Source: an optimization exercise on an open RTL-to-GDS flow (aim: small area). Production flows keep margins and buffers that such runs may drop. Only simulation tests tie the RTL to the original design; equivalence was not proved. The clock input has no modelled driver; a real chip could not lean on it and would need a root buffer or a full tree. Power figures rest on the tool's default switching activity, not on a simulated workload.

==> module sigma_delta_modulator, before the edit <==
module sigma_delta_modulator #(
    parameter integer N  = 1024,
    parameter integer F  = 14,
    parameter integer SW = F + 2,
    parameter integer M  = N / 8,
    parameter integer AW = F + 1 + $clog2(N + 2),
    parameter integer IW = (N > 1) ? $clog2(N) : 1,
    parameter integer CW = (M > 1) ? $clog2(M) : 1
) (
    input  wire          clk,
    input  wire          rst,
    input  wire          start,
    input  wire          sample_valid,
    input  wire [SW-1:0] sample_data,
    output wire [IW-1:0] sample_idx,
    output reg           busy,
    output wire          done,
    output wire          fault,
    output wire [1:0]    fault_cause,
    output reg           byte_valid,
    output wire [CW-1:0] byte_addr,
    output wire [7:0]    byte_data
);
    localparam integer HW = AW - F;             
    reg [IW-1:0] idx;
    reg [F-1:0]  lo;
    reg [HW-1:0] hi;
    reg          cy;
    reg [6:0]    sh;
    wire mod_bit = ~(hi[HW-1] ^ (cy & (&hi[HW-2:0])));
    wire en = sample_valid;
    wire [2:0]    k      = {sample_data[SW-1], sample_data[SW-1:F]} + {mod_bit, mod_bit, 1'b1};
    wire [HW-1:0] add_hi = en ? {{(HW-3){k[2]}}, k} : {HW{1'b0}};
    wire [F-1:0]  add_lo = en ? sample_data[F-1:0] : {F{1'b0}};
    wire [F:0]    c_lo;
    wire [HW:0]   c_hi;
    wire [F-1:0]  s_lo;
    wire [HW-1:0] s_hi;
    assign c_hi[0] = cy;
    genvar i;
    generate
        sdm_ha u_lo0 (.a(lo[0]), .b(add_lo[0]), .s(s_lo[0]), .co(c_lo[1]));
        for (i = 1; i < F; i = i + 1) begin : g_lo
            sdm_fa u_fa (.a(lo[i]), .b(add_lo[i]), .ci(c_lo[i]), .s(s_lo[i]), .co(c_lo[i+1]));
        end
        for (i = 0; i < HW; i = i + 1) begin : g_hi
            sdm_fa u_fa (.a(hi[i]), .b(add_hi[i]), .ci(c_hi[i]), .s(s_hi[i]), .co(c_hi[i+1]));
        end
    endgenerate
    wire [IW:0]   ic;
    wire [IW-1:0] inc;
    assign ic[0] = en;
    generate
        for (i = 0; i < IW; i = i + 1) begin : g_idx
            sdm_ha u_ha (.a(idx[i]), .b(ic[i]), .s(inc[i]), .co(ic[i+1]));
        end
    endgenerate
    always @(posedge clk) begin
        if (start) begin
            lo  <= {F{1'b1}};
            hi  <= {HW{1'b0}};
            cy  <= 1'b0;
            idx <= {IW{1'b0}};
        end else begin
            lo  <= s_lo;
            hi  <= s_hi;
            cy  <= c_lo[F];
            idx <= inc;
        end
        if (en)
            sh <= {sh[5:0], mod_bit};
    end
    always @(posedge clk) begin
        if (rst) begin
            busy       <= 1'b0;
            byte_valid <= 1'b0;
        end else if (start) begin
            busy       <= 1'b1;
            byte_valid <= 1'b0;
        end else begin
            if (busy && ic[IW])
                busy <= 1'b0;
            byte_valid <= busy && ic[3];
        end
    end
    assign sample_idx  = idx;
    assign done        = byte_valid & ~busy;
    assign byte_addr   = idx[IW-1:3] - 1'b1;
    assign byte_data   = {sh, mod_bit};
    assign fault       = 1'b0;
    assign fault_cause = 2'b00;
endmodule
export LEC_CHECK = 0
export CAP_MARGIN = 20
export CORE_MARGIN = 2
export CORE_UTILIZATION = 70
export PLACE_DENSITY = 0.8
export SLEW_MARGIN = 20
export SYNTH_HIERARCHICAL = 1
create_clock -name core_clock -period 8.0 [get_ports {clk}]
standard.sh (not shown) runs the stock make flow with config.mk's settings and CLKGATE_MAP_FILE= SYNTH_SCRIPT=/design/flow/synth_recipe.tcl, a recipe that flattens the netlist after the stock synthesis.
==> flow/flow/run.sh <==
#!/bin/bash
# The standard layout with these changes:
# - the smallest buffer on each input and output port, and a stronger one
#   (instead of extra buffers) on the input ports that fan out widely
#   (port_buffers.tcl, after global placement);
set -euo pipefail
here=$(pwd)
export BUFFER_PORTS_ARGS="-buffer_cell sky130_fd_sc_hd__buf_1"
export POST_GLOBAL_PLACE_TCL="$here/flow/port_buffers.tcl"
export CTS_ARGS="-sink_clustering_enable -repair_clock_nets -dont_use_dummy_load -buf_list sky130_fd_sc_hd__clkbuf_8"
export CLK_SLEW_TARGET_PS=118
export POST_CTS_TCL="$here/flow/clock_leaves.tcl"
bash standard.sh > standard.log 2>&1
Other scripts of this flow, unchanged in this note and not shown: flow/flow/clock_leaves.tcl, flow/flow/port_buffers.tcl
Change:
--- a/flow/design.v
+++ b/flow/design.v
@@ -22,30 +22,31 @@
     output wire [7:0]    byte_data
 );
     localparam integer HW = AW - F;             
     reg [IW-1:0] idx;
-    reg [F-1:0]  lo;
-    reg [HW-1:0] hi;
-    reg          cy;
+    reg [F-1:0]  lo_n;
+    reg [HW-1:0] hi_n;
+    reg          cy_n;
     reg [6:0]    sh;
-    wire mod_bit = ~(hi[HW-1] ^ (cy & (&hi[HW-2:0])));
+    wire mod_bit = hi_n[HW-1] ^ (~cy_n & ~(|hi_n[HW-2:0]));
     wire en = sample_valid;
-    wire [2:0]    k      = {sample_data[SW-1], sample_data[SW-1:F]} + {mod_bit, mod_bit, 1'b1};
-    wire [HW-1:0] add_hi = en ? {{(HW-3){k[2]}}, k} : {HW{1'b0}};
-    wire [F-1:0]  add_lo = en ? sample_data[F-1:0] : {F{1'b0}};
-    wire [F:0]    c_lo;
-    wire [HW:0]   c_hi;
-    wire [F-1:0]  s_lo;
-    wire [HW-1:0] s_hi;
-    assign c_hi[0] = cy;
+    wire [2:0]    k       = {sample_data[SW-1], sample_data[SW-1:F]} + {mod_bit, mod_bit, 1'b1};
+    wire [HW-1:0] add_hi  = en ? {{(HW-3){k[2]}}, k} : {HW{1'b0}};
+    wire [F-1:0]  add_lo  = en ? sample_data[F-1:0] : {F{1'b0}};
+    wire [F:0]    c_lo_n;
+    wire [HW:0]   c_hi_n;
+    wire [F-1:0]  s_lo_n;
+    wire [HW-1:0] s_hi_n;
+    assign s_lo_n[0] = lo_n[0] ^ add_lo[0];
+    assign c_lo_n[1] = lo_n[0] | ~add_lo[0];
+    assign c_hi_n[0] = cy_n;
     genvar i;
     generate
-        sdm_ha u_lo0 (.a(lo[0]), .b(add_lo[0]), .s(s_lo[0]), .co(c_lo[1]));
         for (i = 1; i < F; i = i + 1) begin : g_lo
-            sdm_fa u_fa (.a(lo[i]), .b(add_lo[i]), .ci(c_lo[i]), .s(s_lo[i]), .co(c_lo[i+1]));
+            sdm_fa u_fa (.a(lo_n[i]), .b(~add_lo[i]), .ci(c_lo_n[i]), .s(s_lo_n[i]), .co(c_lo_n[i+1]));
         end
         for (i = 0; i < HW; i = i + 1) begin : g_hi
-            sdm_fa u_fa (.a(hi[i]), .b(add_hi[i]), .ci(c_hi[i]), .s(s_hi[i]), .co(c_hi[i+1]));
+            sdm_fa u_fa (.a(hi_n[i]), .b(~add_hi[i]), .ci(c_hi_n[i]), .s(s_hi_n[i]), .co(c_hi_n[i+1]));
         end
     endgenerate
     wire [IW:0]   ic;
     wire [IW-1:0] inc;
@@ -56,17 +57,17 @@
         end
     endgenerate
     always @(posedge clk) begin
         if (start) begin
-            lo  <= {F{1'b1}};
-            hi  <= {HW{1'b0}};
-            cy  <= 1'b0;
-            idx <= {IW{1'b0}};
+            lo_n <= {F{1'b0}};
+            hi_n <= {HW{1'b1}};
+            cy_n <= 1'b1;
+            idx  <= {IW{1'b0}};
         end else begin
-            lo  <= s_lo;
-            hi  <= s_hi;
-            cy  <= c_lo[F];
-            idx <= inc;
+            lo_n <= s_lo_n;
+            hi_n <= s_hi_n;
+            cy_n <= c_lo_n[F];
+            idx  <= inc;
         end
         if (en)
             sh <= {sh[5:0], mod_bit};
     end
Result: The changed run completed with no timing, DRC or antenna violations. Critical path depth rises by 1. Clock-buffer cell count does not change. Wire length falls by 2.5%. Setup slack got worse by 0.20 ns. Synthesized area falls by 1.5%. Die area falls by 1.4%. Sequential power hardly moves. Non-clock buffer count does not change. Flip-flop and latch count stays the same. Power rises by 1.7%. Maximum frequency falls by 2.6%. Via count rises by 0.93%. Utilization falls by 0.12 points.

afterwards: timing with drivers on the ports:
No port has a modelled driver above. Below, the same layouts with a new extraction and two added sets of constraints. Step 1 sets driving cells, clkbuf_16 on the clock port and buf_2 on the other inputs (assumed; they add their load-dependent delay and slew). Step 2 adds t to the input delays and takes it off the output delays; t is the mean of the earliest and latest rising clock arrival at the registers after step 1. Input paths then give back, and output paths get back, about the clock's delay inside the block. Three values: no drivers, after step 1, after step 2; two values: the first two.
| run | t, ns | setup slack, ns | hold slack, ns | latest minus earliest clock arrival (ns) | worst slew at a driven data input, ns |
|---|---|---|---|---|---|
| the first run | 0.201 | 0.538 / 0.554 / 0.354 | 0.460 / 0.460 / 0.460 | 0.035 / 0.035 | 0.04 |
| the second run | 0.193 | 0.339 / 0.339 / 0.146 | 0.454 / 0.454 / 0.454 | 0.028 / 0.027 | 0.04 |
After both steps setup and hold are still met in every run listed. The setup slack of the second run, which loses most, moves by 0.000 ns with the drivers and by -0.193 ns with both steps.
